Context: an optimization exercise on an open-source flow, tuned for small area, a short achievable clock period and few clock cycles per item. The choices shown serve that exercise and are no tape-out recipe.
In this exercise RTL edits were held to simulation tests only and were not proved equivalent to the original.
Power is estimated from default activity; no workload was simulated.

[design/flow/constraint.sdc]
create_clock -name core_clock -period 8.0 [get_ports {clk}]
set_input_delay 1.6000 -clock core_clock [delete_from_list [all_inputs] [get_ports {clk}]]
set_output_delay 1.6000 -clock core_clock [all_outputs]
set_load 0.01 [all_outputs]
[design/flow/config.mk]
export PLATFORM = sky130hd
export DESIGN_NAME = siab_adc_hv
export DESIGN_NICKNAME = siab_adc_hv
export VERILOG_FILES = /design/flow/design.v
export SDC_FILE = /design/flow/constraint.sdc
export NUM_CORES = 4
export LEC_CHECK = 0
export CAP_MARGIN = 20
export CORE_MARGIN = 2
export CORE_UTILIZATION = 40
export SLEW_MARGIN = 20
[design/flow/design.v]
module siab_adc_hv (
    input  wire        clk,
    input  wire        rst,
    input  wire        adc_valid,
    input  wire [31:0] adc_word,
    output wire        adc_ready,
    input  wire        cmd_valid,
    input  wire [7:0]  cmd_op,
    input  wire [7:0]  cmd_b1,
    input  wire [7:0]  cmd_b2,
    output wire        cmd_ready,
    output wire        rsp_valid,
    output wire [15:0] rsp_data,
    output reg         hv_en,
    output reg         adc_loop_en,
    output reg         adc_inited,
    output reg  [2:0]  adc_rate_code,
    output reg         hv_safety_en,
    output reg         offset_valid
);
    localparam [7:0] OP_ADC_RATE   = 8'h16;
    localparam [7:0] OP_ADC_INIT   = 8'h17;
    localparam [7:0] OP_ADC_START  = 8'h18;
    localparam [7:0] OP_ADC_STOP   = 8'h19;
    localparam [7:0] OP_ADC_RDAVG  = 8'h1A;
    localparam [7:0] OP_ADC_RECOFF = 8'h1C;
    localparam [7:0] OP_ADC_RDOFF  = 8'h1D;
    localparam [7:0] OP_HV_ON      = 8'h1E;
    localparam [7:0] OP_HV_OFF     = 8'h1F;
    localparam [7:0] OP_HVSAFE_EN  = 8'h20;
    localparam [7:0] OP_HV_STAT    = 8'h21;
    localparam [7:0] OP_HV_SETMAX  = 8'h22;
    localparam [1:0] C_IDLE = 2'd0;    
    localparam [1:0] C_EXEC = 2'd1;    
    localparam [1:0] C_DIV  = 2'd2;    
    localparam [1:0] C_RESP = 2'd3;    
    localparam [1:0] E_IDLE  = 2'd0;
    localparam [1:0] E_DIV   = 2'd1;   
    localparam [1:0] E_RLOAD = 2'd2;   
    localparam [1:0] E_DSTO  = 2'd3;   
    localparam [1:0] M_AVG = 2'd0;
    localparam [1:0] M_REC = 2'd1;
    localparam [1:0] M_SET = 2'd2;
    reg [31:0] acc_sum [0:15];
    reg [15:0] acc_cnt [0:15];
    reg [31:0] acc_off [0:15];
    reg [15:0] zs;              
    reg [21:0] hv_max_delta;
    reg [1:0]  cstate;
    reg [7:0]  op_q;
    reg [7:0]  b1_q;
    reg [7:0]  b2_q;
    reg [1:0]  estate;
    reg [1:0]  emode;
    reg        recoff_active;   
    reg [4:0]  lch;             
    reg [4:0]  wch;             
    reg        sto_pend;        
    reg [31:0] dvd;             
    reg [15:0] dvs;
    reg [15:0] rem;
    reg [3:0]  itn;             
    wire       op_avg = (op_q == OP_ADC_RDAVG);
    wire       op_off = (op_q == OP_ADC_RDOFF);
    wire       in_exec = (cstate == C_EXEC);
    wire       sum_sel = (in_exec & op_avg) | (estate == E_RLOAD);
    wire [3:0] sum_cad = (estate == E_RLOAD) ? lch[3:0] : b1_q[3:0];
    wire [3:0] sum_ad  = sum_sel ? sum_cad : adc_word[3:0];
    wire       off_sel = in_exec & op_off;
    wire [3:0] off_ad  = off_sel ? b1_q[3:0] : adc_word[3:0];
    wire        p_zs  = zs[sum_ad];
    wire [31:0] p_sum = p_zs ? 32'd0 : acc_sum[sum_ad];
    wire [15:0] p_cnt = p_zs ? 16'd0 : acc_cnt[sum_ad];
    wire [31:0] p_off = acc_off[off_ad];
    wire eng_busy = (estate != E_IDLE);
    wire recoff_busy = recoff_active | (in_exec & (op_q == OP_ADC_RECOFF));
    wire hold = sum_sel | off_sel | recoff_active |
                (eng_busy & (emode == M_SET)) |
                (in_exec & ((op_q == OP_ADC_RECOFF) | (op_q == OP_HV_SETMAX)));
    assign adc_ready = ~hold;
    wire        samp_take = adc_valid & ~hold & adc_loop_en & ~(|adc_word[7:4]);
    wire [3:0]  samp_ch   = adc_word[3:0];
    wire [23:0] samp_val  = adc_word[31:8];
    wire [24:0] sd    = {1'b0, samp_val} - {3'b000, hv_max_delta};
    wire        sd_ng = sd[24];
    wire [31:0] sdm   = {{7{sd[24]}}, sd};
    wire        gt    = sdm > p_off;
    wire        wrap  = (&p_off[31:22]) & (p_off[21:0] > ~hv_max_delta);
    wire        samp_cut = hv_safety_en & offset_valid &
                           (sd_ng ? (wrap & gt) : (wrap | gt));
    wire [31:0] samp_sum = p_sum + {8'h00, samp_val};
    wire [15:0] samp_cnt = p_cnt + 16'd1;
    wire [31:0] ld_x = (estate == E_RLOAD) ? p_sum : {p_sum[31:4], 4'h0};
    reg  [3:0]  ld_lz;
    integer k;
    always @(*) begin
        ld_lz = 4'd8;
        for (k = 0; k < 8; k = k + 1)
            if (ld_x[4*k +: 4] != 4'h0) ld_lz = 4'd7 - k[3:0];
    end
    wire [31:0] ld_sh = ld_x << {ld_lz, 2'b00};
    wire [3:0]  ld_nm = (estate == E_RLOAD) ? 4'd8 : 4'd7;
    wire [3:0]  ld_n  = ld_nm - ld_lz;
    wire        ld_n0 = (ld_lz >= ld_nm);            
    wire        cnt_le1 = (p_cnt[15:1] == 15'd0);
    wire        cnt_1   = cnt_le1 & p_cnt[0];
    wire [23:0] ua_x194 = {b1_q, b2_q} * 8'd194;
    reg [31:0] st_dvd;
    reg [15:0] st_rem;
    reg [16:0] st_sh;
    reg [17:0] st_sub;
    integer j;
    always @(*) begin
        st_dvd = dvd;
        st_rem = rem;
        for (j = 0; j < 4; j = j + 1) begin
            st_sh  = {st_rem, st_dvd[31]};
            st_sub = {1'b0, st_sh} - {2'b00, dvs};
            st_rem = st_sub[17] ? st_sh[15:0] : st_sub[15:0];
            st_dvd = {st_dvd[30:0], ~st_sub[17]};
        end
    end
    wire rdoff_ok = ~recoff_active | ({1'b0, b1_q[3:0]} < wch);
    reg        ex_done;
    reg [15:0] ex_rsp;
    always @(*) begin
        ex_done = 1'b1;
        ex_rsp  = 16'h0000;
        case (op_q)
            OP_ADC_RDAVG: begin
                if (recoff_active)          ex_rsp = 16'hFFFF;
                else if (cnt_le1) begin
                    ex_rsp = cnt_1 ? p_sum[19:4] : 16'hFFFF;
                    ex_done = 1'b1;
                end else
                    ex_done = 1'b0;
            end
            OP_ADC_RDOFF: begin
                ex_done = rdoff_ok;
                ex_rsp  = offset_valid ? p_off[19:4] : 16'h0000;
            end
            OP_HV_STAT:    ex_rsp  = {7'd0, hv_en, 8'h00};
            OP_ADC_RECOFF: ex_done = ~eng_busy;
            OP_HV_SETMAX:  ex_done = ~eng_busy;
            default: ;
        endcase
    end
    assign rsp_valid = (in_exec & ex_done) | (cstate == C_RESP);
    assign rsp_data  = (cstate == C_RESP) ? dvd[15:0] : ex_rsp;
    assign cmd_ready = (cstate == C_IDLE) | rsp_valid;
    wire   cmd_fire  = cmd_valid & cmd_ready;
    wire avg_start = in_exec & op_avg & ~recoff_active & ~cnt_le1 & ~eng_busy;
    integer i;
    always @(posedge clk) begin
        if (rst) begin
            cstate        <= C_IDLE;
            estate        <= E_IDLE;
            emode         <= M_AVG;
            op_q          <= 8'h00;
            b1_q          <= 8'h00;
            b2_q          <= 8'h00;
            recoff_active <= 1'b0;
            lch           <= 5'd0;
            wch           <= 5'd0;
            sto_pend      <= 1'b0;
            zs            <= 16'hFFFF;
            hv_en         <= 1'b0;
            adc_loop_en   <= 1'b0;
            adc_inited    <= 1'b0;
            adc_rate_code <= 3'd0;
            hv_safety_en  <= 1'b0;
            offset_valid  <= 1'b0;
            hv_max_delta  <= 22'd0;
        end else begin
            if (samp_take) begin
                if (samp_cut)
                    hv_en <= 1'b0;
                acc_sum[samp_ch] <= samp_sum;
                acc_cnt[samp_ch] <= samp_cnt;
                zs[samp_ch]      <= 1'b0;
            end
            case (cstate)
                C_EXEC: begin
                    if (avg_start) begin
                        zs[b1_q[3:0]] <= 1'b1;
                        emode <= M_AVG;
                        rem   <= 16'd0;
                        dvs   <= p_cnt;
                        dvd   <= ld_sh;
                        itn   <= ld_n;
                        if (ld_n0) begin
                            dvd    <= 32'd0;
                            cstate <= C_RESP;
                        end else begin
                            estate <= E_DIV;
                            cstate <= C_DIV;
                        end
                    end else if (ex_done) begin
                        cstate <= C_IDLE;
                        if (op_avg & ~recoff_active)
                            zs[b1_q[3:0]] <= 1'b1;
                        if (op_q == OP_ADC_RECOFF) begin
                            recoff_active <= 1'b1;
                            lch      <= 5'd0;
                            wch      <= 5'd0;
                            sto_pend <= 1'b0;
                            emode    <= M_REC;
                            estate   <= E_RLOAD;
                        end
                        if (op_q == OP_HV_SETMAX) begin
                            emode  <= M_SET;
                            estate <= E_DIV;
                            rem    <= 16'd0;
                            dvs    <= 16'd5;
                            dvd    <= {ua_x194, 8'h00};
                            itn    <= 4'd6;
                        end
                    end
                end
                C_RESP: cstate <= C_IDLE;
                default: ;
            endcase
            case (estate)
                E_DIV: begin
                    dvd <= st_dvd;
                    rem <= st_rem;
                    itn <= itn - 4'd1;
                    if (itn == 4'd1) begin
                        case (emode)
                            M_AVG: begin
                                estate <= E_IDLE;
                                cstate <= C_RESP;
                            end
                            M_REC: begin
                                sto_pend <= 1'b1;
                                estate   <= E_RLOAD;
                            end
                            default: estate <= E_DSTO;
                        endcase
                    end
                end
                E_RLOAD: begin
                    if (sto_pend) begin
                        acc_off[wch[3:0]] <= dvd;
                        wch <= wch + 5'd1;
                    end
                    if (lch[4]) begin
                        sto_pend      <= 1'b0;
                        recoff_active <= 1'b0;
                        estate        <= E_IDLE;
                    end else begin
                        zs[lch[3:0]] <= 1'b1;
                        lch <= lch + 5'd1;
                        rem <= 16'd0;
                        dvs <= p_cnt;
                        itn <= ld_n;
                        if (cnt_le1) begin
                            dvd      <= cnt_1 ? p_sum : 32'hFFFF_FFFF;
                            sto_pend <= 1'b1;
                        end else if (ld_n0) begin
                            dvd      <= 32'd0;
                            sto_pend <= 1'b1;
                        end else begin
                            dvd      <= ld_sh;
                            sto_pend <= 1'b0;
                            estate   <= E_DIV;
                        end
                    end
                end
                E_DSTO: begin
                    hv_max_delta <= dvd[21:0];
                    estate <= E_IDLE;
                end
                default: ;
            endcase
            if (cmd_fire) begin
                cstate <= C_EXEC;
                op_q   <= cmd_op;
                b1_q   <= cmd_b1;
                b2_q   <= cmd_b2;
                case (cmd_op)
                    OP_ADC_RATE:
                        if (cmd_b1 >= 8'd1 && cmd_b1 <= 8'd6)
                            adc_rate_code <= cmd_b1[2:0];
                    OP_ADC_INIT:   adc_inited   <= 1'b1;
                    OP_ADC_START:  adc_loop_en  <= 1'b1;
                    OP_ADC_STOP:   adc_loop_en  <= 1'b0;
                    OP_ADC_RECOFF: offset_valid <= 1'b1;
                    OP_HV_ON: begin
                        hv_en <= 1'b1;
                        if (~recoff_busy)
                            zs <= 16'hFFFF;
                    end
                    OP_HV_OFF:     hv_en        <= 1'b0;
                    OP_HVSAFE_EN:  hv_safety_en <= 1'b1;
                    default: ;
                endcase
            end
        end
    end
endmodule
[design/flow/run.sh]
#!/bin/bash
# synth_recipe.tcl (not shown) runs the flow's synth.tcl, then flattens the netlist and writes it again
# the make line also repeats each setting of config.mk as NAME=value (left out here)
make -C /OpenROAD-flow-scripts/flow DESIGN_CONFIG=/design/flow/config.mk WORK_HOME=/design/flow/orfs CLKGATE_MAP_FILE= SYNTH_SCRIPT=/design/flow/synth_recipe.tcl finish
==> summary.txt <==
## layer usage
layer	GRT usage [%]	part of all wire [%]
met5	0	0
met2	40.4	48
met4	9.50	4.0
met3	3.27	6.4
met1	31.6	41
## state kept, by name, summed over array words and instances, names as in the netlist, 16 cells and up
name	flops
acc_cnt	256
acc_off	512
acc_sum	512
dvd	32
dvs	16
hv_max_delta	22
rem	16
zs	16
## where the power goes
part	switching [mW]	total [mW]	internal, mW
combinational	2.49	4.67	2.18
clock	3.08	7.08	4.00
sequential	0.0692	8.42	8.35
## final cells by class
cell class	count	share of cell area, %
flip-flops and latches	1436	49.0
multi-input cells	3625	33.1
repair buffers	756	7.61
clock buffers	198	4.76
well taps	2355	3.42
clock inverters	89	1.09
inverters	221	0.964
diodes	3	0.00871
## stage by stage
step / setup TNS (ns) / worst slack [ns]
2_1_floorplan: -37.26 / -2.31
3_3_place_gp: -40.61 / -2.29
3_5_place_dp: -46.41 / -2.46
4_1_cts: -29.60 / -1.78
5_1_grt: -37.19 / -2.22
6_report: -30.31 / -1.81
## worst register-to-register path: cells and delay by family (launching register included)
kind / cells / cell delay [ns]
AOI/OAI and AO/OA: 25 / 5.03
muxes: 1 / 0.31
and+or+nand+nor: 6 / 1.14
buffers and inverters: 17 / 2.02
DFF: 1 / 0.40
adders and majority gates: 3 / 0.68
## worst max path at each step
| stage | from | endpoint | slack, ns | depth (start not counted) |
|---|---|---|---|---|
| 2_1_floorplan | dvs[1] | dvd[0] | -2.31 | 54 |
| 3_3_place_gp | dvs[1] | rem[14] | -2.29 | 49 |
| 3_5_place_dp | rem[0] | rem[0] | -2.46 | 50 |
| 4_1_cts | rem[0] | rem[13] | -1.78 | 51 |
| 5_1_grt | dvs[1] | rem[13] | -2.22 | 52 |
| 6_report | rem[4] | rem[14] | -1.81 | 52 |
## cell usage in the layout, fill, tap and decap left out, types with 40 or more instances in the layout
cell type        instances
clkbuf_16              158
ha_1                   258
nand4_1                 84
edfxtp_1              1348
a211oi_1                90
o21ai_0                210
clkdlybuf4s50_1         81
a21oi_1                194
a21o_1                  43
nand2_1                497
inv_1                  212
nand3_1                151
dfxtp_1                 87
nor3_1                  64
o22ai_1                 70
xnor2_1                 67
nor2_1                 287
o22a_1                  40
a31oi_1                 42
o211ai_1               108
xor2_1                  40
buf_12                  49
mux2_2                 101
mux2i_1                401
mux4_2                 128
nor2b_1                 50
a221o_1                 44
buf_4                  617
## logic make-up after synthesis
group	synth area share [%]
AND/OR/NAND/NOR	9.12
multiplexers	11.2
buffers and inverters	3.21
AO/OA/AOI/OAI	11.5
adder cells (fa/ha/maj)	5.11
XOR/XNOR	1.36
flip-flops	58.5
## timing repair
action | CTS | global route
gates resized for setup | 41 | 31
pin swaps | 26 | 21
gates cloned | 0 | 1
endpoints found under the setup margin | 20 | 32
setup buffers | 49 | 10
==> impl_metrics.ini <==
[status]
run_status = finished with violations
failed_layout_checks = setup timing

[synthesis]
synth-seq-area-share_pct = 58.5
synth_top_cells_by_area = edfxtp_1 56%, mux2i_1 5.6%, ha_1 4.7%, mux4_2 4.0%, nand2_1 2.6%
synth_top_cell_area_share_pct = 56.0
async_reset_ff_share_pct = 0
number_of_register_bits_inferred_by_synthesis = 1436
synth.yosys.warnings = 1
synth_cell_types = 110
synthesis.nets = 5940
mappedNetlistArea_um2 = 72200
netlist_instances = 5595
area_leader_netlist = edfxtp_1
synth_enable_flop_cells = 1348
synth_common_cells = 1348 x edfxtp_1, 501 x nand2_1, 405 x mux2i_1, 321 x nor2_1, 270 x ha_1
syn_avg_cell_area_um2 = 12.9
yosysMostFrequentCell = edfxtp_1
ys_dominant_reg_cell = edfxtp_1

[floorplan]
core_region_area_um2 = 179000
placement_rows = 155
floorplan.io_pins = 87
start_util_pct = 40.3
floorplan.die_area_um2 = 184000
fp.dieW_um = 429
die_h_um = 429

[power_and_ir_drop]
cellLeakagePower_nw = 31.3
report.power.total_mw = 20.2
power.ir.vdd_worst_mv = 0.221
powerDensity_nw_per_um2 = 234

[global_routing]
grt_first_pass_wirelength_um = 332000
number_of_antenna_violations_at_the_first_check_in_global_routing = 3
grt_max_degree = 93
first_global_vias = 50200
global_route.usage.total_pct = 24.1
grt_overflow_total = 0

[clocking]
cts_bufs_inserted = 154
cts.htree.levels = 4
ctsHoldBuffers = 0
cts_root_buf = clkbuf_16
clock_path_buffers = 3
worst_setup_hold_path_clk_slew_ns = 0.06
clock_insertion_delay_at_the_later_pin_of_the_skew_report_ns = 0.83
cts_sinks = 1436
tritoncts_clock_tree = done

[placed_design]
hpwlAfterDp_um = 150000
dpl_cell_area_um2 = 80300
place_inst = 8333
gp_congestion = 0.945
numPortBuffers = 86

[timing]
timing.final.hold_violations = 0
hold_slack_ns = 0.477
count_of_final_max_slew_check_failures = 0
min_period_ns = 9.81
setup_repair_after_global_routing_missed_its_margin = true
achievable-frequency_mhz = 102
setup_viol = 17
timing.final.ws_setup_ns = -1.81
worstMarginPinSlew_ns = 1.14
post-route-period-util_pct = 123
timing.slew.headroom_pct = 23.8
clock_skew_ns = 0.0685

[worst_hold_path]
worst_hold_path.endpoint = zs[9]
hold_path_class = reg -> reg
hold-path-cell-count = 2
hold_start = zs[9]

[finish]
instances_no_fill = 8683
final_area_um2 = 86200
fill_cells = 15500
drive_above_1_share_pct = 20.6
synthToLayoutAreaGrowth_pct = 19.3
multi_input_comb_area_um2 = 28600
area.sequential_um2 = 42200
final_net_count = 6539
final_core_utilization_pct = 48.1

[worst_setup_path]
critical_path.endpoint_type = flop
crit_family = compound AO/OA/AOI/OAI gates
worst-setup-path-type = reg -> reg
critPathBufInv = 17
timing.rr.start = rem[4]
reg2reg_setup_slack_ns = -1.81
critical_path_required_ns = 8.53
ff2ff_path_depth = 52
most_used_cell_cp = buf_4
crit_arrival_ns = 10.35
critical_path_fanout_max = 6
crit_path_start_kind = flop
timing.critical_path.slowest_cell_delay_ns = 0.43
critPathSlowestCell = o41a_1
r2r_end = rem[14]

[detailed_routing]
num_vias = 51100
vias_per_cell = 5.88
detailedRoute.firstPassIterationCount = 8
detail_route.wirelength_um = 227000
drt-wirelength-per-cell_um = 26.1
drt_drc_violations_left = 0
drt_iter0_markers = 4849
postRouteAntennaNets = 0

[run]
maxCapViolations = 0
Testbench counts, summed over its fixed seeds: cycles 4,790, cmds 2,400.

[port drivers added, routing unchanged]
The results above use ideal ports. As a check the final layout listed here was re-extracted and re-timed, cells and wires unchanged.
Step 1 sets driving cells, clkbuf_16 on the clock port and buf_2 on the other inputs (assumed; they add their load-dependent delay and slew).
Step 2 also shifts input and output timing later by t, the mid clock arrival at the registers, as if the neighbouring blocks saw the same clock.
Slacks: no drivers / after step 1 / after step 2; pairs: no drivers / after step 1.
shift t [ns]: 0.889
slack for setup (ns): -1.814 / -1.814 / -1.814
hold WS [ns]: 0.477 / 0.477 / 0.477
worst register clock-pin slew, ns: 0.07 / 0.07
pins driven straight from the clock port: 1
The setup slack of this run moves by 0.000 ns with the drivers and by 0.000 ns with both steps.
